From an optimization exercise on the open Yosys and OpenROAD flow, aimed at small area, a short achievable clock period and few clock cycles; shortcuts taken in it are not production practice. The RTL was checked by simulation tests, not by an equivalence proof against the original design. Power is estimated from default activity; no workload was simulated.

<file path="run.sh">
#!/bin/bash
# synth_recipe.tcl (not shown) runs the flow's synth.tcl, then flattens the netlist and writes it again
# the make line also repeats each setting of config.mk as NAME=value (left out here)
make -C /OpenROAD-flow-scripts/flow DESIGN_CONFIG=/design/flow/config.mk WORK_HOME=/design/flow/orfs CLKGATE_MAP_FILE= SYNTH_SCRIPT=/design/flow/synth_recipe.tcl finish
</file>
<file path="config.mk">
export PLATFORM = sky130hd
export DESIGN_NAME = sb_core
export DESIGN_NICKNAME = sb_core
export VERILOG_FILES = /design/flow/design.v
export SDC_FILE = /design/flow/constraint.sdc
export NUM_CORES = 4
export LEC_CHECK = 0
export CAP_MARGIN = 20
export CORE_MARGIN = 2
export CORE_UTILIZATION = 55
export PLACE_DENSITY = 0.7
export SETUP_SLACK_MARGIN = 5
export SLEW_MARGIN = 20
</file>
<file path="constraint.sdc">
create_clock -name core_clock -period 10.0 [get_ports {clk}]
set_input_delay 2.0000 -clock core_clock [delete_from_list [all_inputs] [get_ports {clk}]]
set_output_delay 2.0000 -clock core_clock [all_outputs]
set_load 0.01 [all_outputs]
</file>
<file path="design.v">
module sb_crc8_step (
    input  wire [7:0] c_in,    
    output wire [7:0] c_out
);
    reg [15:0] acc;
    integer r;
    always @* begin
        acc = {c_in, 8'h00};
        for (r = 0; r < 8; r = r + 1) begin
            if (acc[15]) acc = acc ^ 16'h8380;
            acc = {acc[14:0], 1'b0};
        end
    end
    assign c_out = acc[15:8];
endmodule
module sb_core (
    input  wire         clk,
    input  wire         rst_n,
    input  wire [7:0]   dev_addr,
    input  wire [31:0]  stale_ms,
    input  wire [31:0]  turn_ms,
    input  wire         en_crc_resp,
    input  wire         en_flag_resp,
    input  wire         full_duplex,
    input  wire         flow_ctrl,
    input  wire [31:0]  now_ms,
    input  wire         poll,
    input  wire         app_start,
    input  wire [2:0]   app_op,
    input  wire [2:0]   app_handle,
    input  wire [127:0] app_wdata,
    input  wire [4:0]   app_wlen,
    output wire         ready,
    output reg          done,
    output reg          app_result,
    output wire [127:0] app_rdata,
    output reg  [4:0]   app_rlen,
    output reg          on_write_valid,
    output wire [2:0]   on_write_index,
    input  wire         rx_valid,
    input  wire [7:0]   rx_data,
    output wire         rx_ready,
    output wire         tx_valid,
    output wire [7:0]   tx_data,
    input  wire         tx_ready,
    input  wire         tx_idle,
    output reg          dir
);
    function [7:0] push_cmd;             
        input [2:0] i;
        case (i)
            3'd0:       push_cmd = 8'hDA;
            3'd1:       push_cmd = 8'hDB;
            3'd2, 3'd5: push_cmd = 8'hDC;
            3'd4:       push_cmd = 8'hDE;
            default:    push_cmd = 8'hDD;
        endcase
    endfunction
    function [15:0] item_addr;
        input [2:0] i;
        case (i)
            3'd0: item_addr = 16'h0000;
            3'd1: item_addr = 16'h0010;
            3'd2: item_addr = 16'h0002;
            3'd3: item_addr = 16'h0003;
            3'd4: item_addr = 16'h0004;
            3'd5: item_addr = 16'h0100;
            3'd6: item_addr = 16'h1234;
            default: item_addr = 16'hFFFF;
        endcase
    endfunction
    function [4:0] push_last;
        input [2:0] i;
        input [4:0] alen;
        case (i)
            3'd0:    push_last = 5'd5;
            3'd1:    push_last = 5'd6;
            3'd4:    push_last = 5'd6 + alen;
            default: push_last = 5'd8;
        endcase
    endfunction
    reg [7:0]   it0;
    reg [15:0]  it1;
    reg [31:0]  it2, it3, it5, it6, it7;
    reg [127:0] it4;
    reg [7:0]   iv;
    reg [4:0]   arr_len;
    reg [7:0]   dirty;
    reg [2:0]   cursor;
    reg         in_sweep;
    reg [2:0]   sw_start;
    reg         busy;
    reg         rx_act;      
    reg         got;         
    reg         disc;        
    reg         chk;         
    reg         stale_r;
    reg [31:0]  now_q;       
    reg [31:0]  last_rx;
    reg [6:0]   cnt;         
    reg         la;          
    reg         cand;        
    reg [6:0]   k;           
    reg [6:0]   rem;         
    reg         nl;          
    reg         dreg;        
    reg [7:0]   crc;         
    reg         c_poll, c_read, c_da, c_db, c_d4, c_de;
    reg         f0, f1;      
    reg [7:0]   hb;          
    reg         hit;
    reg [2:0]   hidx;
    reg         n_ok;        
    reg [4:0]   nlen;
    reg [4:0]   di;          
    reg [127:0] stg;         
    reg         ap;          
    reg         crc_ok_r;
    reg         badcrc;      
    reg         sc_found;
    reg [2:0]   sc_j;
    reg [2:0]   sel;         
    reg         sic;         
    reg         wr_app;      
    reg [31:0]  rd_lo;       
    localparam [2:0] T_IDLE = 3'd0, T_TURN0 = 3'd1, T_TURN = 3'd2,
                     T_SEND = 3'd3, T_FLUSH = 3'd4;
    reg [2:0]   tx_st;
    reg         tx_v;
    reg [7:0]   tx_d;
    reg [4:0]   tk;
    reg [4:0]   tlast;
    reg [7:0]   tx_crc;
    reg         fr_push;
    reg [7:0]   fr_c;
    reg         pa;
    reg         t_wrap;
    wire [2:0] rsel = busy ? sel : app_handle;
    reg  [31:0] lo_raw;
    always @* begin
        case (rsel)
            3'd0: lo_raw = {24'd0, it0};
            3'd1: lo_raw = {16'd0, it1};
            3'd2: lo_raw = it2;
            3'd3: lo_raw = it3;
            3'd4: lo_raw = it4[31:0];
            3'd5: lo_raw = it5;
            3'd6: lo_raw = it6;
            default: lo_raw = it7;
        endcase
    end
    wire [31:0]  lo_val = iv[rsel] ? lo_raw : 32'd0;
    wire [127:0] ival   = {it4[127:32], lo_val};
    wire [4:0] sel_klen = (sel == 3'd0) ? 5'd1 : (sel == 3'd1) ? 5'd2 :
                          (sel == 3'd4) ? 5'd16 : 5'd4;
    wire [4:0] sel_len  = (sel == 3'd4) ? arr_len : sel_klen;
    wire [4:0] h_len    = (app_handle == 3'd0) ? 5'd1 : (app_handle == 3'd1) ? 5'd2 :
                          (app_handle == 3'd4) ? arr_len : 5'd4;
    assign ready          = ~busy;
    assign app_rdata      = {it4[127:32], rd_lo};
    assign on_write_index = sel;
    wire wlen_ok_sel = (sel == 3'd4) ? (app_wlen <= 5'd16) : (app_wlen == sel_klen);
    wire wlen_ok_in  = (app_handle == 3'd4) ? (app_wlen <= 5'd16) :
                       (app_handle == 3'd0) ? (app_wlen == 5'd1) :
                       (app_handle == 3'd1) ? (app_wlen == 5'd2) : (app_wlen == 5'd4);
    reg [127:0] wmask;
    integer b;
    always @* begin
        for (b = 0; b < 16; b = b + 1)
            wmask[8*b +: 8] = (b < app_wlen) ? 8'hFF : 8'h00;
    end
    wire same_val = (app_wlen == sel_len) && (((ival ^ app_wdata) & wmask) == 128'd0);
    wire [7:0] c_a, rx_crc_n, tx_crc_n;
    sb_crc8_step u_crc_a  (.c_in(dev_addr),                      .c_out(c_a));
    sb_crc8_step u_crc_rx (.c_in((cand ? crc : c_a) ^ rx_data),  .c_out(rx_crc_n));
    sb_crc8_step u_crc_tx (.c_in(tx_crc ^ tx_d),                 .c_out(tx_crc_n));
    wire full      = cnt[6];
    assign rx_ready = rx_act & ~full;
    wire acc       = rx_act & rx_valid & ~full;
    wire drain_end = rx_act & ~(rx_valid & ~full);
    wire cmd_ok_x  = (rx_data == 8'hD0) || (rx_data == 8'hD1) ||
                     (rx_data >= 8'hDA && rx_data <= 8'hDE);
    wire in_frame  = acc & ~disc & cand;
    wire crc_ok    = (rx_data == crc);
    reg       x_hit;
    reg [2:0] x_idx;
    always @* begin
        x_hit = 1'b1;
        case ({rx_data, hb})
            16'h0000: x_idx = 3'd0;
            16'h0010: x_idx = 3'd1;
            16'h0002: x_idx = 3'd2;
            16'h0003: x_idx = 3'd3;
            16'h0004: x_idx = 3'd4;
            16'h0100: x_idx = 3'd5;
            16'h1234: x_idx = 3'd6;
            16'hFFFF: x_idx = 3'd7;
            default: begin x_hit = 1'b0; x_idx = 3'd0; end
        endcase
    end
    wire [2:0] s_st   = in_sweep ? sw_start : cursor;
    wire [2:0] s_wl   = sw_start - cursor;           
    reg        s_found;
    reg  [2:0] s_i;
    integer    si;
    always @* begin
        s_found = 1'b0;
        s_i = 3'd0;
        for (si = 7; si >= 0; si = si - 1)
            if (dirty[(cursor + si) & 7] && (!in_sweep || si < s_wl)) begin
                s_found = 1'b1;
                s_i = si;
            end
    end
    wire       p_found = f1 | sc_found;
    wire [2:0] p_j     = f1 ? cursor : sc_j;
    wire       p_last  = (p_j + 3'd1) == s_st;
    wire       w_cmd  = c_da | c_db | c_d4 | c_de;
    wire       suits  = c_da ? (hidx == 3'd0) :
                        c_db ? (hidx == 3'd1) :
                        c_de ? (hidx == 3'd4 && n_ok) :
                               (hidx != 3'd0 && hidx != 3'd1 && hidx != 3'd4);
    wire       wr_ok  = w_cmd & hit & suits;
    wire       pf     = f0 | f1;
    wire       push_ok = c_poll ? (pf & p_found) : (c_read & hit);
    wire [2:0] item_ok = c_poll ? p_j : hidx;
    wire       resp_ok = c_poll ? (pf | en_flag_resp) : 1'b1;
    wire [7:0] cmd_ok  = push_ok ? push_cmd(item_ok) :
                         c_poll  ? (pf ? 8'hE2 : 8'hE3) :
                         !hit    ? 8'hE4 :
                         c_read  ? 8'hE4 :
                         !suits  ? 8'hE5 : 8'hE0;
    wire [4:0]  tk1   = tk + 5'd1;
    wire [15:0] fr_ad = item_addr(sel);
    wire [3:0]  doff  = (sel == 3'd4) ? tk1[3:0] - 4'd6 : tk1[3:0] - 4'd4;
    wire [7:0]  dbyte = ival[8*doff +: 8];
    reg  [7:0]  nbyte;
    always @* begin
        if (tk1 == tlast)
            nbyte = tx_crc_n;
        else if (tk1 == 5'd1)
            nbyte = fr_c;
        else if (!fr_push)
            nbyte = badcrc ? crc : 8'h00;
        else if (tk1 == 5'd2)
            nbyte = fr_ad[7:0];
        else if (tk1 == 5'd3)
            nbyte = fr_ad[15:8];
        else if (sel == 3'd4 && tk1 == 5'd4)
            nbyte = {3'b000, arr_len};
        else if (sel == 3'd4 && tk1 == 5'd5)
            nbyte = 8'h00;
        else
            nbyte = dbyte;
    end
    assign tx_valid = tx_v;
    assign tx_data  = tx_d;
    wire turn_zero = (turn_ms == 32'd0);
    wire turn_in   = t_wrap ? (now_ms >= last_rx || now_ms < now_q)
                            : (now_ms >= last_rx && now_ms < now_q);
    wire hs        = tx_v & tx_ready;
    reg [2:0] pd_i;
    integer pi;
    always @* begin
        pd_i = 3'd0;
        for (pi = 7; pi >= 0; pi = pi - 1)
            if (dirty[pi]) pd_i = pi;
    end
    reg       go;        
    reg       rx_n;      
    reg [2:0] tx_n;      
    reg       app_n;     
    integer   bi;
    always @(posedge clk) begin
        for (bi = 0; bi < 16; bi = bi + 1)
            if (di == bi)
                stg[8*bi +: 8] <= rx_data;    
        stale_r <= (now_q - last_rx) > stale_ms;
        sc_found <= s_found;
        rd_lo    <= lo_val;      
        app_rlen <= h_len;       
        sc_j     <= cursor + s_i;
    end
    always @(posedge clk) begin
        on_write_valid <= 1'b0;
        ap             <= 1'b0;
        wr_app         <= 1'b0;
        sic            <= 1'b0;
        done           <= 1'b0;
        chk            <= 1'b0;
        go    = 1'b0;
        rx_n  = rx_act;
        tx_n  = tx_st;
        app_n = 1'b0;
        if (!rst_n) begin
            busy     <= 1'b0;
            rx_act   <= 1'b0;
            tx_st    <= T_IDLE;
            tx_v     <= 1'b0;
            dir      <= 1'b0;
            pa       <= 1'b0;
            cnt      <= 7'd0;
            la       <= 1'b0;
            cand     <= 1'b0;
            last_rx  <= 32'd0;
            dirty    <= 8'd0;
            cursor   <= 3'd0;
            in_sweep <= 1'b0;
            sw_start <= 3'd0;
            arr_len  <= 5'd0;
            iv       <= 8'd0;
            app_result <= 1'b0;
            sel      <= 3'd0;
        end else begin
            if (!busy && poll) begin
                now_q <= now_ms;
                got   <= 1'b0;
                disc  <= 1'b0;
                rx_n  = 1'b1;
            end else if (!busy && app_start) begin
                sel   <= app_handle;
                case (app_op)
                3'd0: begin
                    app_result     <= wlen_ok_in;
                    on_write_valid <= wlen_ok_in;
                    wr_app         <= wlen_ok_in;
                end
                3'd1: begin
                    sic   <= 1'b1;
                    app_n = 1'b1;
                end
                3'd2: app_result <= 1'b1;
                3'd3, 3'd4: begin
                    app_result <= full_duplex;
                    badcrc     <= 1'b0;
                    if (full_duplex) begin
                        go = 1'b1;
                        if (app_op == 3'd4) begin
                            fr_push <= 1'b0;
                            fr_c    <= 8'hE6;
                            tlast   <= 5'd3;
                            pa      <= 1'b0;
                        end else if (dirty == 8'd0) begin
                            fr_push <= 1'b0;
                            fr_c    <= 8'hE2;
                            tlast   <= 5'd3;
                            pa      <= 1'b0;
                        end else begin
                            fr_push <= 1'b1;
                            sel     <= pd_i;
                            fr_c    <= push_cmd(pd_i);
                            tlast   <= push_last(pd_i, arr_len);
                            dirty[pd_i] <= 1'b0;
                            pa      <= 1'b1;
                        end
                    end
                end
                default: app_result <= 1'b0;
                endcase
            end
            if (sic) begin
                app_result     <= wlen_ok_sel & ~same_val;
                on_write_valid <= wlen_ok_sel & ~same_val;
                wr_app         <= wlen_ok_sel & ~same_val;
            end
            if (wr_app || (ap && crc_ok_r && wr_ok)) begin
                case (sel)
                3'd0: it0 <= wr_app ? app_wdata[7:0]  : stg[7:0];
                3'd1: it1 <= wr_app ? app_wdata[15:0] : stg[15:0];
                3'd2: it2 <= wr_app ? app_wdata[31:0] : stg[31:0];
                3'd3: it3 <= wr_app ? app_wdata[31:0] : stg[31:0];
                3'd4: begin
                    it4     <= wr_app ? app_wdata : stg;
                    arr_len <= wr_app ? app_wlen  : nlen;
                end
                3'd5: it5 <= wr_app ? app_wdata[31:0] : stg[31:0];
                3'd6: it6 <= wr_app ? app_wdata[31:0] : stg[31:0];
                default: it7 <= wr_app ? app_wdata[31:0] : stg[31:0];
                endcase
                iv[sel] <= 1'b1;
                if (wr_app)
                    dirty[sel] <= 1'b1;
            end
            if (ap && crc_ok_r) begin
                if (c_poll && pf) begin
                    if (p_found) begin
                        dirty    <= (f1 ? 8'hFF : dirty) & ~(8'd1 << p_j);
                        cursor   <= p_last ? s_st + 3'd1 : p_j + 3'd1;
                        in_sweep <= ~p_last;
                    end else begin
                        cursor   <= s_st + 3'd1;
                        in_sweep <= 1'b0;
                    end
                    sw_start <= s_st;
                end else if (c_read && hit) begin
                    dirty[hidx] <= 1'b0;
                end
            end
            if (acc) begin
                cnt <= cnt + 7'd1;
                got <= 1'b1;
                if (!got)
                    last_rx <= now_q;
                if (!disc && !cand) begin
                    la <= (rx_data == dev_addr);
                    if (la && cmd_ok_x) begin
                        cand   <= 1'b1;
                        k      <= 7'd2;
                        crc    <= rx_crc_n;
                        c_poll <= (rx_data == 8'hD0);
                        c_read <= (rx_data == 8'hD1);
                        c_da   <= (rx_data == 8'hDA);
                        c_db   <= (rx_data == 8'hDB);
                        c_d4   <= (rx_data == 8'hDC) || (rx_data == 8'hDD);
                        c_de   <= (rx_data == 8'hDE);
                        rem    <= (rx_data == 8'hD0) ? 7'd2 :
                                  (rx_data == 8'hD1) ? 7'd3 :
                                  (rx_data == 8'hDA) ? 7'd4 :
                                  (rx_data == 8'hDB) ? 7'd5 :
                                  (rx_data == 8'hDE) ? 7'd127 : 7'd7;
                        nl     <= 1'b0;
                        dreg   <= 1'b0;
                        di     <= 5'd0;
                    end
                end
                if (in_frame) begin
                    if (nl) begin
                        disc     <= 1'b1;
                        cand     <= 1'b0;
                        ap       <= 1'b1;
                        crc_ok_r <= crc_ok;
                        on_write_valid <= crc_ok & wr_ok;
                        sel      <= item_ok;
                        fr_push  <= crc_ok & push_ok;
                        fr_c     <= crc_ok ? cmd_ok : 8'hE1;
                        badcrc   <= ~crc_ok;
                        tlast    <= (crc_ok & push_ok) ? push_last(item_ok, arr_len) : 5'd3;
                        pa       <= 1'b0;
                        go = crc_ok ? resp_ok : en_crc_resp;
                    end else begin
                        k   <= k + 7'd1;
                        crc <= rx_crc_n;
                        rem <= rem - 7'd1;
                        nl  <= (rem == 7'd2);
                        if (k == 7'd2) begin
                            hb <= rx_data;
                            f0 <= (rx_data == 8'h00);
                            f1 <= (rx_data == 8'h01);
                        end
                        if (k == 7'd3) begin
                            hit  <= x_hit;
                            hidx <= x_idx;
                            dreg <= ~c_de;
                        end
                        if (k == 7'd4)
                            hb <= rx_data;
                        if (k == 7'd5 && c_de) begin
                            n_ok <= (rx_data == 8'h00) && (hb <= 8'd16);
                            nlen <= hb[4:0];
                            rem  <= (rx_data == 8'h00 && hb < 8'd64) ? hb[6:0] + 7'd1 : 7'd127;
                            nl   <= (rx_data == 8'h00 && hb == 8'h00);
                            dreg <= 1'b1;
                        end
                        if (dreg && !di[4])
                            di <= di + 5'd1;
                    end
                end
            end
            if (drain_end) begin
                rx_n = 1'b0;
                chk  <= ~got & (cnt != 7'd0);
                if (disc) begin
                    cnt  <= 7'd0;
                    la   <= 1'b0;
                    cand <= 1'b0;
                end else if (cand && k >= 7'd4) begin
                    cnt <= k;
                end else if (cnt > 7'd3) begin
                    cnt <= 7'd3;
                end
            end
            if (chk && stale_r) begin
                cnt  <= 7'd0;
                la   <= 1'b0;
                cand <= 1'b0;
            end
            case (tx_st)
            T_TURN0: begin
                {t_wrap, now_q} <= {1'b0, last_rx} + {1'b0, turn_ms};
                tx_n = T_TURN;
            end
            T_TURN: begin
                if (!turn_in) begin
                    tx_n = T_SEND;
                    tx_v <= 1'b1;
                    dir  <= flow_ctrl;
                end
            end
            T_SEND: begin
                if (hs) begin
                    tx_crc <= tx_crc_n;
                    tk     <= tk1;
                    tx_d   <= nbyte;
                    if (tk == tlast) begin
                        tx_v <= 1'b0;
                        if (flow_ctrl) begin
                            tx_n = T_FLUSH;
                        end else begin
                            tx_n = T_IDLE;
                        end
                    end
                end
            end
            T_FLUSH: begin
                if (tx_idle) begin
                    dir  <= 1'b0;
                    tx_n = T_IDLE;
                end
            end
            default: ;
            endcase
            if (pa && tx_st != T_IDLE && tx_n == T_IDLE) begin
                if (dirty != 8'd0) begin
                    go = 1'b1;
                    fr_push <= 1'b1;
                    sel     <= pd_i;
                    fr_c    <= push_cmd(pd_i);
                    tlast   <= push_last(pd_i, arr_len);
                    dirty[pd_i] <= 1'b0;
                end else begin
                    pa <= 1'b0;
                end
            end
            if (go) begin
                tx_d   <= dev_addr;
                tk     <= 5'd0;
                tx_crc <= 8'd0;
                if (turn_zero && !pa) begin
                    tx_n = T_SEND;
                    tx_v <= 1'b1;
                    dir  <= flow_ctrl;
                end else begin
                    tx_n = T_TURN0;
                end
            end
            rx_act <= rx_n;
            tx_st  <= tx_n;
            if (busy || poll || app_start) begin
                if (!rx_n && tx_n == T_IDLE && !app_n) begin
                    busy <= 1'b0;
                    done <= 1'b1;
                end else begin
                    busy <= 1'b1;
                end
            end
        end
    end
endmodule
</file>
==> run notes, run 1 <==
STA:
- Across the routed clock network, the largest skew measured is between 30 and 40 ps.
- Derived from the worst setup path, the maximum achievable clock frequency is 199.8 MHz.
- At the pin with the least slew margin, the transition time is 1145 ps.
- The worst hold margin is 472.5 ps.
- Of the available clock period, the critical path in the final layout requires 0.5004.
- The total negative slack is 0 ps.
- Setup repair after global routing could not meet its margin everywhere.
- The minimum clock period is 5004 ps.
- Measured against its own limit, the worst slew margin works out to 0.2369.
- The count of final max-slew check failures is 0.
- The number of failing setup endpoints in the final timing report is 0.
- The smallest setup slack after layout is 4996 ps.
- The final number of hold-violating endpoints is 0.

Layout:
- Relative to the synthesized area, the layout overhead comes to 19.00%.
- Leaving out fill and tap cells, the most frequent cell in the layout is sky130_fd_sc_hd__edfxtp_1.
- Once layout is complete, the utilization of the core stands at 0.6606.
- In the layout the commonest cells are sky130_fd_sc_hd__edfxtp_1, sky130_fd_sc_hd__clkdlybuf4s50_1, sky130_fd_sc_hd__nand2_1.
- In the final layout, the share of cells above drive strength 1 is 0.1137.
- The count of nets after finishing is 4590.

Placement:
- Once detailed placement completed, the half-perimeter wirelength came to a little under 100000 um.
- At the placement stage, the worst setup path has a slack of roughly 3300 ps.
- The count of input and output buffers is approximately 410.
- The routability congestion estimate is 0.9534.

Pwr:
- For this design the static power due to leakage is between 0.015 and 0.02 uW.
- The worst-case vdd ir drop is 0.1385 mV.
- Power spread over the standard cell area amounts to ~150 mW/mm2.
- The design draws about 7100 uW.

Detailed routing:
- The total number of vias is 32.31k.
- In this run, the number of DRC markers left after iteration 0 of detailed routing was 3932.
- The first detailed-routing pass took 6 iterations.
- The remaining number of nets flagged by the antenna check after routing is 0.
- Dividing the detail-routed wire length by the instance count gives ~26 um.
- The number of remaining DRC errors is 0.
- The routed design has 134100 um of wire.
- The via density per instance is approximately 6.3.

Flow run:
- The max-capacitance violation count is 0.

Yosys:
- The number of flops mapped to enable cells by yosys is 567.
- The unique cell type count in the Yosys netlist is 89.
- For this run, the register share of the synthesized area comes to 0.4842.
- Summing every instance area after synthesis gives just over 0.04 mm2.
- For this run, the number of Yosys warnings is 2.
- The cell count after synthesis is ~3.8k.
- The number of nets produced by synthesis is 4275.
- The flop and latch count out of synthesis is 696.
- In the synthesized netlist the dominant register cell turns out to be sky130_fd_sc_hd__edfxtp_1.
- The per-instance average area after synthesis is between 10 and 15 um2.
- The post-synthesis async set-or-reset flop share is 0.

Setup path:
- The critical path goes through buf_16, mux2_4, a221o_1, a221o_2, buf_4, o311ai_4, nor2_2, mux4_2, a21o_1, a221o_1, a221o_1, a22o_1.
- The critical path in this run is classified as in2reg.
- The stage delay of the slowest cell on the critical path is 530 ps.
- The largest fanout of any net on the critical path is 18.
- STA classifies the critical path startpoint as an input port.
- In this design, the critical path's most frequently occurring cell is sky130_fd_sc_hd__a221o_1.
- The number of buffers and inverters on the critical path is 2.
- The kind of cell with the highest combined delay along the critical path is compound AO/OA/AOI/OAI gates.
- STA puts the critical path data required time at 10390 ps.
- STA classifies the critical path endpoint as a register.
- For this design, the slowest cell found on the critical path is sky130_fd_sc_hd__mux4_2.
- The register-to-register setup slack is about 5100 ps.
- STA puts the critical path data arrival time at between 5000 and 6000 ps.

Floorplan:
- The floorplan step set the die height to 275.4 um.
- The die outline width is ~280 um.
- The area of the die is ~0.076 mm2.
- The floorplan has 99 rows.
- The number of I/O pins is 413.
- The standard cell core area is 0.07296 mm2.
- The initial cell density of the core is 0.5551.

Clock network:
- In this run, post-CTS hold repair placed 0 buffers.
- The depth of the CTS H-tree is 3.
- The maximum count of clock buffers along a single path is 3.
- After clock tree synthesis, the clock-pin slew on the worst setup and hold paths is about 60 ps.
- TritonCTS built the clock tree.
- The buffer cell driving the clock tree root is sky130_fd_sc_hd__clkbuf_16.
- The number of CTS-inserted buffers is 77.
- The number of clock sinks seen by CTS is 696.
- Clock latency on the worst-skew pair, taken at its later pin, is 640 ps.

GRT:
- The first global-routing pass estimated 195100 um of wire.
- The number of antenna violations at the first check in global routing is 10.
- For this run the aggregate overflow at the end of global routing stands at 0.
- Entering global routing, the biggest net connects 79 pins.
- The total routing usage reported by global routing is 0.3458.
- The number of global-route vias before repair was 30.75k.

Outcome:
- The flow ran to the end and the layout has no timing, DRC or antenna violations.

Hold path:
- The type of the worst min-delay path is reg2reg.
==> power breakdown <==
part	internal (uW)	switching, uW	leakage [uW]
logic	465	630	0.0101
clock network	1570	1220	0.00118
registers	3160	45.8	0.00619
total	5190	1890	0.0175
==> final cells by class <==
class,instances,area [um2]
flip-flops and latches,696,19610
multi-input cells,2642,19290
diodes,4,10.01
clock buffers,95,2036
inverters,207,777.0
well taps,959,1200
fillers,5750,24760
repair buffers,486,4858
clock inverters,43,410.4
==> layer usage <==
metal	vias up	track usage	wire (um)
met5	-	0	62
met4	8	0.1178	5003
met3	295	0.07334	13460
met2	1829	0.5461	61000
met1	15540	0.4753	54590
li1	14640	-	-
==> cells in the mapped netlist (23+ instances only) <==
cell	instances	area (um2)
sky130_fd_sc_hd__a211oi_1	39	292.8
sky130_fd_sc_hd__a21o_1	55	412.9
sky130_fd_sc_hd__a21oi_1	240	1201
sky130_fd_sc_hd__a221oi_1	27	236.5
sky130_fd_sc_hd__a31oi_1	39	244.0
sky130_fd_sc_hd__and3_1	41	256.5
sky130_fd_sc_hd__buf_2	26	130.1
sky130_fd_sc_hd__buf_4	98	735.7
sky130_fd_sc_hd__clkbuf_1	114	427.9
sky130_fd_sc_hd__dfxtp_1	129	2582
sky130_fd_sc_hd__edfxtp_1	567	17030
sky130_fd_sc_hd__ha_1	214	2678
sky130_fd_sc_hd__inv_1	204	765.7
sky130_fd_sc_hd__mux2_2	145	1633
sky130_fd_sc_hd__mux2i_1	55	550.5
sky130_fd_sc_hd__mux4_2	37	833.3
sky130_fd_sc_hd__nand2_1	330	1239
sky130_fd_sc_hd__nand2b_1	35	219.0
sky130_fd_sc_hd__nand3_1	67	335.3
sky130_fd_sc_hd__nand4_1	51	319.1
sky130_fd_sc_hd__nor2_1	250	938.4
sky130_fd_sc_hd__nor2b_1	39	244.0
sky130_fd_sc_hd__nor3_1	69	345.3
sky130_fd_sc_hd__nor4_1	52	325.3
sky130_fd_sc_hd__o211ai_1	32	240.2
sky130_fd_sc_hd__o21a_1	23	172.7
sky130_fd_sc_hd__o21ai_0	206	1031
sky130_fd_sc_hd__o22ai_1	32	200.2
sky130_fd_sc_hd__xnor2_1	134	1174
sky130_fd_sc_hd__xor2_1	138	1209
==> state kept, by name (all words and copies together), names as in the netlist, 8 cells and up <==
register  count
fr_c          8
last_rx      32
it6          32
it4         128
dirty         8
now_q        32
it5          32
tx_crc        8
stg         128
it0           8
it7          32
it1          16
rd_lo        32
it2          32
crc           8
tx_d          8
iv            8
hb            8
it3          32
==> tightest hold or removal path, stage by stage (launching register included) <==
cell	delay, ps
sky130_fd_sc_hd__dfxtp_1	320
sky130_fd_sc_hd__nand2_1	50
sky130_fd_sc_hd__a21oi_1	50
==> timing repair <==
action / in CTS / in global routing
pin swaps: 10 / 16
gates resized for setup: 58 / 53
hold endpoints to repair: 0 / 0
endpoints found under the setup margin: 83 / 16
setup buffers: 11 / 16
gates cloned: 6 / 3
==> final timing paths <==
check | depth (start not counted) | start | end
max | 12 | app_handle[1] | tx_d[3]
min | 2 | last_rx[1] | last_rx[1]
max reg2reg | 13 | busy | tx_d[7]
min reg2reg | 2 | last_rx[1] | last_rx[1]
==> logic make-up (layout without fill, tap and decap cells) <==
family          after synthesis  count (layout)  share of synthesized area
simple gates               1024            1026                     0.1202
compound gates              882             882                     0.1395
flops                       696             696                     0.4842
buf+inv                     461             831                    0.05298
xor+xnor                    272             272                    0.05882
mux                         241             243                    0.07603
fa+ha+maj                   219             219                    0.06834
other cells                   0               4                          0
==> per-stage QoR <==
| stage | cells | instance area (um2) |
|---|---|---|
| global route | 5131 | 48200 |
| finish | 5132 | 48200 |
| floorplan | 3795 | 40520 |
| CTS | 5107 | 47700 |
| detailed placement | 4952 | 44860 |
| global placement | 4951 | 44850 |
Testbench counts, summed over its fixed seeds: cycles 31,173.
==> run 2, diff against run 1 <==
--- a/config.mk
+++ b/config.mk
@@ -7,7 +7,7 @@
 export LEC_CHECK = 0
 export CAP_MARGIN = 20
 export CORE_MARGIN = 2
-export CORE_UTILIZATION = 55
-export PLACE_DENSITY = 0.7
+export CORE_UTILIZATION = 40
+export PLACE_DENSITY = 0.6
 export SETUP_SLACK_MARGIN = 5
 export SLEW_MARGIN = 20
==> run 2 against run 1 <==
Still clean. Combinational power is essentially flat. Cell area up 1.3%. Synthesized cell count stayed put. Clock-buffer cell count up 4. Sequential share of layout area down 0.51 points. Setup slack got worse by 42 ps. Critical endpoint is now tx_d[1].
==> run notes, run 2 <==
Outcome:
- The flow ran to the end and the layout has no timing, DRC or antenna violations.

Layout:
- From synthesis to final layout, the design area changed by 20.51%.
- The largest registers in the layout are it4 x128, stg x128.
- In the layout the commonest cells are sky130_fd_sc_hd__edfxtp_1, sky130_fd_sc_hd__clkdlybuf4s50_1, sky130_fd_sc_hd__nand2_1.
- The layout cell share with drive strength beyond 1 is 0.1131 (-0.0005883).
- The count of nets after finishing came to 4587 (-0.065%).
- Leaving out fill and tap cells, the most frequent cell in the layout is sky130_fd_sc_hd__edfxtp_1.
- The number of standard cells in the final layout excluding fillers is 5535 (+7.9%).
- The summed area of non-filler cells in the final layout is 0.04881 mm2 (+1.3%).

Pwr:
- The power density of the placed cells is 150.2 mW/mm2 (+2.2%).
- The leakage power of the design is 0.01755 uW (+0.53%).
- The worst-case vdd ir drop is 0.1490 mV (+7.6%).

Yosys:
- The most numerous cell in the Yosys netlist is sky130_fd_sc_hd__edfxtp_1.
- The flop and latch count out of synthesis was 696 (unchanged).
- The per-instance average area after synthesis was 10.67 um2 (unchanged).
- The number of nets produced by synthesis is 4275 (unchanged).
- The summed instance area of the synthesized netlist is 0.04050 mm2 (unchanged).
- The post-synthesis async set-or-reset flop share is 0 (unchanged).
- The unique cell type count in the Yosys netlist is 89 (unchanged).
- After synthesis, the cell types taking the most area are sky130_fd_sc_hd__edfxtp_1, sky130_fd_sc_hd__ha_1, sky130_fd_sc_hd__dfxtp_1, sky130_fd_sc_hd__mux2_2, sky130_fd_sc_hd__nand2_1.
- The number of warning messages in the yosys log is 2 (unchanged).
- The sequential area share after synthesis came to 0.4842 (unchanged).
- The most used flip-flop cell after synthesis is sky130_fd_sc_hd__edfxtp_1.
- The number of flops mapped to enable cells by yosys is 567 (unchanged).
- By count the netlist is led by sky130_fd_sc_hd__edfxtp_1, sky130_fd_sc_hd__nand2_1, sky130_fd_sc_hd__nor2_1, sky130_fd_sc_hd__a21oi_1, sky130_fd_sc_hd__ha_1.
- The cell count after synthesis came to 3795 (unchanged).
- The share of the synthesized area in the top cell type was 0.4204 (unchanged).
- The cell taking the most area after synthesis is sky130_fd_sc_hd__edfxtp_1.

Placement:
- The instance area after placement was 0.04543 mm2 (+1.3%).
- The placed wire-length estimate is 106700 um (+9.4%).
- The count of input and output buffers was 412 (unchanged).
- The routability congestion estimate came to 0.9428 (-1.1%).
- The post-place setup slack is 3072 ps (-238.0 ps).
- The cell count after placement is 5360 (+8.2%).

Clock network:
- TritonCTS built the clock tree.
- The number of CTS-inserted buffers is 79 (+2.6%).
- The depth of the CTS H-tree came to 3 (unchanged).
- In this run the clock root is driven by a sky130_fd_sc_hd__clkbuf_16.
- The clock-pin slew on the worst setup and hold paths is 60 ps (about the same).
- The number of clock sinks seen by CTS was 696 (unchanged).
- The clock latency on the worst-skew pair is 660 ps (+20 ps).
- The maximum count of clock buffers along a single path is 3 (unchanged).
- The cts-stage hold buffer count is 0 (unchanged).

STA:
- The final number of hold-violating endpoints is 0 (unchanged).
- The total negative slack is 0 ps (unchanged).
- The count of final max-slew check failures was 0 (unchanged).
- The smallest setup slack after layout came to 4955 ps (-41.55 ps).
- The measured slew at the worst slew-check pin is 1106 ps (-39.07 ps).
- The minimum clock period is 5045 ps (+41.55 ps).
- The remaining max-slew budget at the tightest pin is 0.2621 (+0.02525).
- The fmax was 198.2 MHz (-0.82%).
- Setup repair after global routing could not meet its margin everywhere.
- The number of failing setup endpoints in the final timing report is 0 (unchanged).
- The final worst-path cycle share is 0.5045 (+0.004155).
- The setup clock skew after layout is 29.55 ps (-9.385 ps).

Detailed routing:
- The DRC marker count from the first detailed-route iteration was 3207 (-18%).
- The post-detailed-route wirelength per cell is 26.35 um (+0.83%).
- The via density per instance is 5.835 (-7.3%).
- The length of the first detailed-routing pass in iterations is 6 (unchanged).
- The total number of vias is 32.30k (-0.043%).
- The total length of routed wires is 145800 um (+8.7%).
- The number of remaining DRC errors came to 0 (unchanged).
- The remaining number of nets flagged by the antenna check after routing is 0 (unchanged).

GRT:
- The global-route track usage on met1 is 0.3600 (-0.1153).
- The number of global-route vias before repair is 31.52k (+2.5%).
- The global routing usage on met3 is 0.05896 (-0.01438).
- The fraction of met2 tracks used by global routing is 0.4446 (-0.1014).
- The number of antenna violations at the first check in global routing is 18 (+8).
- In this run the most used layer during global routing was met2.
- The total routing usage reported by global routing came to 0.2732 (-0.07256).
- The wire length of the first global-routing pass is 209900 um (+7.6%).
- The maximum number of pins on one net before global-route repair is 65 (-18%).
- The total grt overflow is 0 (unchanged).

Floorplan:
- The initial cell density of the core was 0.4038 (-0.1513).
- The number of I/O pins is 413 (unchanged).
- The total number of placement rows is 116 (+17%).
- The area of the die came to 0.1038 mm2 (+37%).
- The standard cell core area is 0.1003 mm2 (+37%).
- The die extent in y is 322.2 um (+17%).
- The die outline width is 322.2 um (+17%).

Setup path:
- The element type at the critical path start is an input port.
- The required time reported for the critical path endpoint is 10390 ps (about the same).
- The arrival time of data at the critical path endpoint is 5430 ps (+40 ps).
- The capturing element type of the critical path is a register.
- The largest fanout of any net on the critical path is 12 (-6).
- The critical path is of the in2reg type.

Flow run:
- The max-capacitance violation count is 0 (unchanged).

Hold path:
- In this run the worst hold path is classified as reg2reg.
## run 2: cell families (layout without fill, tap and decap cells)
group / count (synthesis) / count (layout) / synth area share
adders and majority gates: 219 / 219 / 0.06834
buffers and inverters: 461 / 836 / 0.05298
DFF: 696 / 696 / 0.4842
xor gates and xnor gates: 272 / 272 / 0.05882
other: 0 / 5 / 0
and+or+nand+nor: 1024 / 1027 / 0.1202
AOI/OAI and AO/OA: 882 / 882 / 0.1395
muxes: 241 / 241 / 0.07603
## run 2: metrics by stage
stage | hold slack [ps] | power (uW) | utilization
after floorplan | 424.4 | 3828 | -
after global placement | 462.7 | 4267 | 0.4530
after detailed placement | 472.6 | 4274 | 0.4530
after CTS | 479.4 | 7313 | 0.4825
after global routing | 500.9 | 7546 | 0.4866
final | 480.7 | 7331 | 0.4867
## run 2: final cells by class
class / count / area (um2)
fill: 9160 / 51480
clock inverter: 48 / 564.3
clock buffer: 99 / 2103
timing repair buffer: 482 / 4815
sequential: 696 / 19610
antenna: 5 / 12.51
tap: 1357 / 1698
inverter: 207 / 777.0
multi-input combinational: 2641 / 19220
## run 2: final timing paths
check	endpoint	start	slack, ps	cells past startpoint
setup / recovery	tx_d[1]	app_handle[1]	4950	13
hold / removal	la	la	480	2
setup reg to reg	stale_r	now_q[8]	5270	21
hold reg to reg	la	la	480	2
## run 2: timing repair
action / CTS / global route
pin swaps: 5 / 11
gates cloned: 3 / 3
gates resized for setup: 52 / 52
endpoints found under the setup margin: 84 / 99
buffers inserted: 4 / 13
## run 2: critical path, cell delays in order
cell	delay (ps)
sky130_fd_sc_hd__buf_16	140
sky130_fd_sc_hd__buf_12	140
sky130_fd_sc_hd__mux2_4	280
sky130_fd_sc_hd__a221o_1	410
sky130_fd_sc_hd__a221o_2	540
sky130_fd_sc_hd__buf_6	170
sky130_fd_sc_hd__nand2_4	110
sky130_fd_sc_hd__nor2_2	60
sky130_fd_sc_hd__mux4_2	530
sky130_fd_sc_hd__mux4_2	510
sky130_fd_sc_hd__a211o_1	270
sky130_fd_sc_hd__a31oi_1	170
sky130_fd_sc_hd__o21ai_1	80
## run 2: metal layers
| layer | wire, um | vias up |
|---|---|---|
| li1 | - | 14650 |
| met2 | 67420 | 1568 |
| met4 | 5045 | 26 |
| met3 | 13110 | 272 |
| met1 | 60080 | 15780 |
| met5 | 175 | - |
## run 2: power by group
| group | leakage [uW] | total, uW | internal [uW] | switching, uW |
|---|---|---|---|---|
| registers | 0.00619 | 3200 | 3160 | 45.5 |
| clock network | 0.00130 | 3040 | 1770 | 1270 |
| logic | 0.0101 | 1090 | 461 | 632 |
==> run 3, diff against run 2 <==
--- a/design.v
+++ b/design.v
@@ -93,9 +93,8 @@
     reg         rx_act;      
     reg         got;         
     reg         disc;        
-    reg         chk;         
-    reg         stale_r;
-    reg [31:0]  now_q;       
+    reg         stale_r;     
+    reg [31:0]  now_q;
     reg [31:0]  last_rx;
     reg [6:0]   cnt;         
     reg         la;          
@@ -121,11 +120,11 @@
     reg [2:0]   sc_j;
     reg [2:0]   sel;         
     reg         sic;         
+    reg         get;         
     reg         wr_app;      
     reg [31:0]  rd_lo;       
-    localparam [2:0] T_IDLE = 3'd0, T_TURN0 = 3'd1, T_TURN = 3'd2,
-                     T_SEND = 3'd3, T_FLUSH = 3'd4;
-    reg [2:0]   tx_st;
+    localparam [1:0] T_IDLE = 2'd0, T_TURN = 2'd1, T_SEND = 2'd2, T_FLUSH = 2'd3;
+    reg [1:0]   tx_st;
     reg         tx_v;
     reg [7:0]   tx_d;
     reg [4:0]   tk;
@@ -134,8 +133,7 @@
     reg         fr_push;
     reg [7:0]   fr_c;
     reg         pa;
-    reg         t_wrap;
-    wire [2:0] rsel = busy ? sel : app_handle;
+    wire [2:0] rsel = sel;
     reg  [31:0] lo_raw;
     always @* begin
         case (rsel)
@@ -154,8 +152,6 @@
     wire [4:0] sel_klen = (sel == 3'd0) ? 5'd1 : (sel == 3'd1) ? 5'd2 :
                           (sel == 3'd4) ? 5'd16 : 5'd4;
     wire [4:0] sel_len  = (sel == 3'd4) ? arr_len : sel_klen;
-    wire [4:0] h_len    = (app_handle == 3'd0) ? 5'd1 : (app_handle == 3'd1) ? 5'd2 :
-                          (app_handle == 3'd4) ? arr_len : 5'd4;
     assign ready          = ~busy;
     assign app_rdata      = {it4[127:32], rd_lo};
     assign on_write_index = sel;
@@ -256,8 +252,8 @@
     assign tx_valid = tx_v;
     assign tx_data  = tx_d;
     wire turn_zero = (turn_ms == 32'd0);
-    wire turn_in   = t_wrap ? (now_ms >= last_rx || now_ms < now_q)
-                            : (now_ms >= last_rx && now_ms < now_q);
+    wire [31:0] since   = now_ms - last_rx;
+    wire        turn_ok = since >= turn_ms;
     wire hs        = tx_v & tx_ready;
     reg [2:0] pd_i;
     integer pi;
@@ -268,17 +264,16 @@
     end
     reg       go;        
     reg       rx_n;      
-    reg [2:0] tx_n;      
+    reg [1:0] tx_n;      
     reg       app_n;     
     integer   bi;
     always @(posedge clk) begin
         for (bi = 0; bi < 16; bi = bi + 1)
             if (di == bi)
                 stg[8*bi +: 8] <= rx_data;    
-        stale_r <= (now_q - last_rx) > stale_ms;
         sc_found <= s_found;
         rd_lo    <= lo_val;      
-        app_rlen <= h_len;       
+        app_rlen <= sel_len;     
         sc_j     <= cursor + s_i;
     end
     always @(posedge clk) begin
@@ -286,8 +281,8 @@
         ap             <= 1'b0;
         wr_app         <= 1'b0;
         sic            <= 1'b0;
+        get            <= 1'b0;
         done           <= 1'b0;
-        chk            <= 1'b0;
         go    = 1'b0;
         rx_n  = rx_act;
         tx_n  = tx_st;
@@ -314,6 +309,7 @@
         end else begin
             if (!busy && poll) begin
                 now_q <= now_ms;
+                stale_r <= since > stale_ms;
                 got   <= 1'b0;
                 disc  <= 1'b0;
                 rx_n  = 1'b1;
@@ -329,7 +325,11 @@
                     sic   <= 1'b1;
                     app_n = 1'b1;
                 end
-                3'd2: app_result <= 1'b1;
+                3'd2: begin
+                    app_result <= 1'b1;
+                    get   <= 1'b1;
+                    app_n = 1'b1;
+                end
                 3'd3, 3'd4: begin
                     app_result <= full_duplex;
                     badcrc     <= 1'b0;
@@ -468,8 +468,7 @@
             end
             if (drain_end) begin
                 rx_n = 1'b0;
-                chk  <= ~got & (cnt != 7'd0);
-                if (disc) begin
+                if (disc || (!got && stale_r)) begin
                     cnt  <= 7'd0;
                     la   <= 1'b0;
                     cand <= 1'b0;
@@ -479,18 +478,9 @@
                     cnt <= 7'd3;
                 end
             end
-            if (chk && stale_r) begin
-                cnt  <= 7'd0;
-                la   <= 1'b0;
-                cand <= 1'b0;
-            end
             case (tx_st)
-            T_TURN0: begin
-                {t_wrap, now_q} <= {1'b0, last_rx} + {1'b0, turn_ms};
-                tx_n = T_TURN;
-            end
             T_TURN: begin
-                if (!turn_in) begin
+                if (turn_ok) begin
                     tx_n = T_SEND;
                     tx_v <= 1'b1;
                     dir  <= flow_ctrl;
@@ -540,7 +530,7 @@
                     tx_v <= 1'b1;
                     dir  <= flow_ctrl;
                 end else begin
-                    tx_n = T_TURN0;
+                    tx_n = T_TURN;
                 end
             end
             rx_act <= rx_n;
--- a/config.mk
+++ b/config.mk
@@ -7,7 +7,7 @@
 export LEC_CHECK = 0
 export CAP_MARGIN = 20
 export CORE_MARGIN = 2
-export CORE_UTILIZATION = 40
-export PLACE_DENSITY = 0.6
+export CORE_UTILIZATION = 55
+export PLACE_DENSITY = 0.7
 export SETUP_SLACK_MARGIN = 5
 export SLEW_MARGIN = 20
==> run 3 against run 2 <==
Global-route usage up 6.2 points. Synthesized cell count shrank 14%. Combinational power shrank 8%. Routed wire length down 17%. Sequential power is essentially flat. Clock power is 7.2% lower. First-iteration DRC count up 1.2%. Core utilization up 19 points. Sequential cell count shrank 3. Via count decreased by 9.8%. Critical path type unchanged. Critical endpoint is now fr_c[2]. Highest routed layer unchanged.
==> run notes, run 3 <==
Pwr:
- The power share of the sequential group is 0.454 (+0.017).
- The internal power of the cells is 5231 uW (-2.8%).
- The total net switching power is 1751 uW (-10%).
- The leakage power of the design is 0.01619 uW (-7.8%).
- The combinational share of power came to 0.143 (-0.006).
- The net switching share of the total power is 0.2507 (-0.01470).
- The proportion of power drawn by the clock network is 0.403 (-0.011).
- The worst-case vdd ir drop came to 0.1287 mV (-14%).
- The power density of the placed cells is 152.7 mW/mm2 (+1.6%).

Detailed routing:
- The post-detailed-route wirelength per cell is 26.36 um (about the same).
- The remaining number of nets flagged by the antenna check after routing is 0 (unchanged).
- The routed metal-1 wirelength was 46760 um (-22%).
- The total number of vias is 29.12k (-9.8%).
- The detailed router used layers up to and including met5.
- The via density per instance is 6.373 (+9.2%).
- The length of the first detailed-routing pass in iterations is 9 (+3).
- The number of remaining DRC errors is 0 (unchanged).
- The total length of routed wires came to 120400 um (-17%).
- The total met2 wirelength after detailed routing was 56360 um (-16%).
- The DRC marker count from the first detailed-route iteration is 3245 (+1.2%).
- The total met3 wirelength after detailed routing is 12970 um (-1.1%).

Layout:
- In the final layout, the registers with the most flip-flops are it4 x128, stg x128.
- The summed area of non-filler cells in the final layout is 0.04574 mm2 (-6.3%).
- The final design utilization came to 0.6810 (+0.1944).
- Leaving out fill and tap cells, the most frequent cell in the layout is sky130_fd_sc_hd__edfxtp_1.
- The library cells used most frequently in the layout, excluding fill and tap cells, are sky130_fd_sc_hd__edfxtp_1, sky130_fd_sc_hd__clkdlybuf4s50_1, sky130_fd_sc_hd__nand2_1.
- The count of nets after finishing is 4053 (-12%).
- The layout cell share with drive strength beyond 1 came to 0.1651 (+0.05202).
- From synthesis to final layout, the design area changed by 22.65%.

Floorplan:
- The die outline width came to 264.4 um (-18%).
- The number of I/O pins came to 413 (unchanged).
- The area of the die is 0.06990 mm2 (-33%).
- The initial cell density of the core came to 0.5553 (+0.1514).
- The standard cell core area is 0.06716 mm2 (-33%).
- The die extent in y is 264.4 um (-18%).
- The total number of placement rows is 95 (-18%).

STA:
- The count of final max-slew check failures is 0 (unchanged).
- The setup clock skew after layout is 35.54 ps (+5.993 ps).
- The smallest setup slack after layout was 3700 ps (-1255 ps).
- The worst hold margin was 459.0 ps (-21.61 ps).
- The final number of hold-violating endpoints was 0 (unchanged).
- The minimum clock period came to 6300 ps (+1255 ps).
- The remaining max-slew budget at the tightest pin was 0.1862 (-0.07589).
- The final worst-path cycle share was 0.6300 (+0.1255).
- The measured slew at the worst slew-check pin came to 1219 ps (+113.7 ps).
- The total negative slack is 0 ps (unchanged).
- Setup repair after global routing could not meet its margin everywhere.
- The number of failing setup endpoints in the final timing report is 0 (unchanged).
- The fmax was 158.7 MHz (-20%).

Clock network:
- The depth of the CTS H-tree was 3 (unchanged).
- The clock-pin slew on the worst setup and hold paths was 50 ps (about the same).
- The number of clock sinks seen by CTS was 693 (-0.43%).
- The number of CTS-inserted buffers is 75 (-5.1%).
- In this run the clock root is driven by a sky130_fd_sc_hd__clkbuf_16.
- TritonCTS built the clock tree.
- The clock latency on the worst-skew pair was 640 ps (-20 ps).
- The maximum count of clock buffers along a single path is 3 (unchanged).
- The cts-stage hold buffer count is 0 (unchanged).

Setup path:
- The critical path start-end classification is in2reg.
- The endpoint of the lowest-slack register-to-register path is on_write_valid.
- The arrival time of data at the critical path endpoint is 6760 ps (+1330 ps).
- The critical path ends at fr_c[2].
- The startpoint identified for the worst register-to-register timing path is sel[2].
- STA classifies the critical path endpoint as a register.
- The required time reported for the critical path endpoint is 10460 ps (+70 ps).
- The largest fanout of any net on the critical path was 4 (-8).
- The worst-case reg-to-reg path depth is 14 (-33%).
- The most critical setup path has its startpoint at now_ms[0].
- The element type at the critical path start is an input port.
- The register-to-register setup slack is 4420 ps (-850 ps).

Yosys:
- The cell count after synthesis is 3247 (-14%).
- The unique cell type count in the Yosys netlist is 99 (+11%).
- The post-synthesis async set-or-reset flop share was 0 (unchanged).
- Summed over all instances, the cell type with the most area after synthesis is sky130_fd_sc_hd__edfxtp_1.
- The summed instance area of the synthesized netlist is 0.03729 mm2 (-7.9%).
- After synthesis, the cell types taking the most area are sky130_fd_sc_hd__edfxtp_1, sky130_fd_sc_hd__dfxtp_1, sky130_fd_sc_hd__ha_1, sky130_fd_sc_hd__mux2_2, sky130_fd_sc_hd__xor2_1.
- The number of flops mapped to enable cells by yosys is 567 (unchanged).
- The share of the synthesized area in the top cell type is 0.4566 (+0.03619).
- The flop and latch count out of synthesis came to 693 (-0.43%).
- The prevailing post-synth register cell is sky130_fd_sc_hd__edfxtp_1.
- The number of nets produced by synthesis came to 3665 (-14%).
- The sequential area share after synthesis came to 0.5242 (+0.04007).
- By count the netlist is led by sky130_fd_sc_hd__edfxtp_1, sky130_fd_sc_hd__nand2_1, sky130_fd_sc_hd__nor2_1, sky130_fd_sc_hd__a21oi_1, sky130_fd_sc_hd__inv_1.
- The number of warning messages in the yosys log came to 2 (unchanged).
- By instance count, the leading cell after synthesis is sky130_fd_sc_hd__edfxtp_1.
- The per-instance average area after synthesis is 11.48 um2 (+7.6%).

GRT:
- The maximum number of pins on one net before global-route repair was 74 (+14%).
- The total grt overflow is 0 (unchanged).
- The wire length of the first global-routing pass came to 177900 um (-15%).
- The total routing usage reported by global routing is 0.3354 (+0.06214).
- The number of antenna violations at the first check in global routing is 7 (-11).
- The number of global-route vias before repair came to 28.89k (-8.4%).

Hold path:
- The type of the worst min-delay path is reg2reg.
- The worst hold path begins at la.

Placement:
- The instance area after placement is 0.04171 mm2 (-8.2%).
- The routability congestion estimate was 0.9456 (+0.30%).
- The post-place setup slack is 2044 ps (-1027 ps).
- The count of input and output buffers came to 412 (unchanged).
- The placed wire-length estimate is 82910 um (-22%).

Flow run:
- The max-capacitance violation count is 0 (unchanged).

Outcome:
- The run finished with no timing, DRC or antenna violations.
-- run 3: changes by cell type after synthesis, sizes merged, moves of 16 or more --
cell / delta
ha: -61
o21ai: -88
nand2: -102
o211ai: -19
nor2: -45
a21oi: -46
nor3: -18
a22oi: +16
nor2b: -21
clkbuf: -21
inv: -36
o221ai: -16
-- run 3: critical path: stages --
cell and delay (ps):
sky130_fd_sc_hd__buf_12 110, sky130_fd_sc_hd__inv_12 40, sky130_fd_sc_hd__ha_4 130, sky130_fd_sc_hd__inv_2 30, sky130_fd_sc_hd__fa_2 330, sky130_fd_sc_hd__a21o_1 180, sky130_fd_sc_hd__nand4_1 120, sky130_fd_sc_hd__a21boi_2 100
sky130_fd_sc_hd__o31a_1 340, sky130_fd_sc_hd__a21o_1 220, sky130_fd_sc_hd__nand4_1 120, sky130_fd_sc_hd__o2111ai_2 150, sky130_fd_sc_hd__a31oi_2 230, sky130_fd_sc_hd__buf_4 160, sky130_fd_sc_hd__xnor2_2 70, sky130_fd_sc_hd__ha_2 190
sky130_fd_sc_hd__a21o_1 160, sky130_fd_sc_hd__a21o_1 190, sky130_fd_sc_hd__a21oi_2 170, sky130_fd_sc_hd__o21ai_4 110, sky130_fd_sc_hd__o31a_1 280, sky130_fd_sc_hd__o41a_1 160, sky130_fd_sc_hd__or4_4 550, sky130_fd_sc_hd__buf_8 170
sky130_fd_sc_hd__a221o_1 320, sky130_fd_sc_hd__a22oi_2 110
-- run 3: per-stage QoR --
step / total power [uW] / cells
3_5_place_dp: 4106 / 4339
3_3_place_gp: 4084 / 4339
6_report: 6982 / 4569
4_1_cts: 6942 / 4537
5_1_grt: 7180 / 4567
2_1_floorplan: 3730 / 3247
-- run 3: worst min path at each step --
| stage | endpoint | cells after the start |
|---|---|---|
| 4_1_cts | last_rx[11] | 2 |
| 3_5_place_dp | last_rx[30] | 2 |
| 5_1_grt | iv[4] | 2 |
| 3_3_place_gp | iv[7] | 2 |
| 2_1_floorplan | iv[6] | 2 |
| 6_report | la | 2 |
-- run 3: layout make-up --
type | count | area [um2]
fill | 4848 | 21420
sequential | 693 | 19550
multi-input combinational | 2148 | 16730
timing repair buffer | 544 | 5204
clock buffer | 97 | 2083
tap | 873 | 1092
inverter | 173 | 665.6
clock inverter | 39 | 400.4
antenna | 2 | 5.005
-- run 3: cell families after synthesis --
group | count (synthesis) | synth area share
and+or+nand+nor | 825 | 0.1100
AOI/OAI and AO/OA | 684 | 0.1229
adders and majority gates | 156 | 0.05295
DFF | 693 | 0.5242
xor gates and xnor gates | 254 | 0.05966
buffers and inverters | 410 | 0.05321
muxes | 225 | 0.07704
-- run 3: timing repair --
| item | in CTS | in global routing |
|---|---|---|
| gates cloned | 5 | 0 |
| setup endpoints to repair | 180 | 177 |
| pin swaps | 72 | 64 |
| gates resized for setup | 137 | 70 |
| buffers inserted | 57 | 30 |
-- run 3: power groups by stage --
stage	combinational, uW	sequential (uW)	clock (uW)
final	999	3170	2820
after global routing	1060	3170	2950
after CTS	935	3170	2840
after detailed placement	878	3230	0
after global placement	856	3230	0
after floorplan	509	3220	0
-- run 3: metal layers --
layer,GRT usage,up-vias
met5,0,-
met4,0.1202,10
met3,0.07608,308
met2,0.5450,1736
met1,0.4431,14260
li1,-,12800
Testbench counts of run 3, summed over its fixed seeds: cycles 31,409.

[separate check: timing with driven ports]
The results above use ideal ports. As a check the final layouts listed here were re-extracted and re-timed, cells and wires unchanged. Step 1, drivers: a clkbuf_16 drives clk and a buf_2 each remaining input, both assumed. Step 2 moves the port delays by t, midway between the first and last clock arrival at a register: inputs arrive t later, outputs are due t later. That takes back most of the time a late clock gives input paths. Three values: ideal, step 1, step 2; two values: the first two.
run	t (ns)	setup slack, ns	worst setup path at the end
run 1	0.691	4.996 / 4.887 / 4.197	input to register
run 2	0.710	4.955 / 4.854 / 4.144	input to register
run 3	0.680	3.700 / 3.701 / 3.020	input to register
After both steps setup and hold are still met in every run listed. For run 2, which loses most, drivers alone change the setup slack by -0.101 ns; drivers and shift together by -0.811 ns.
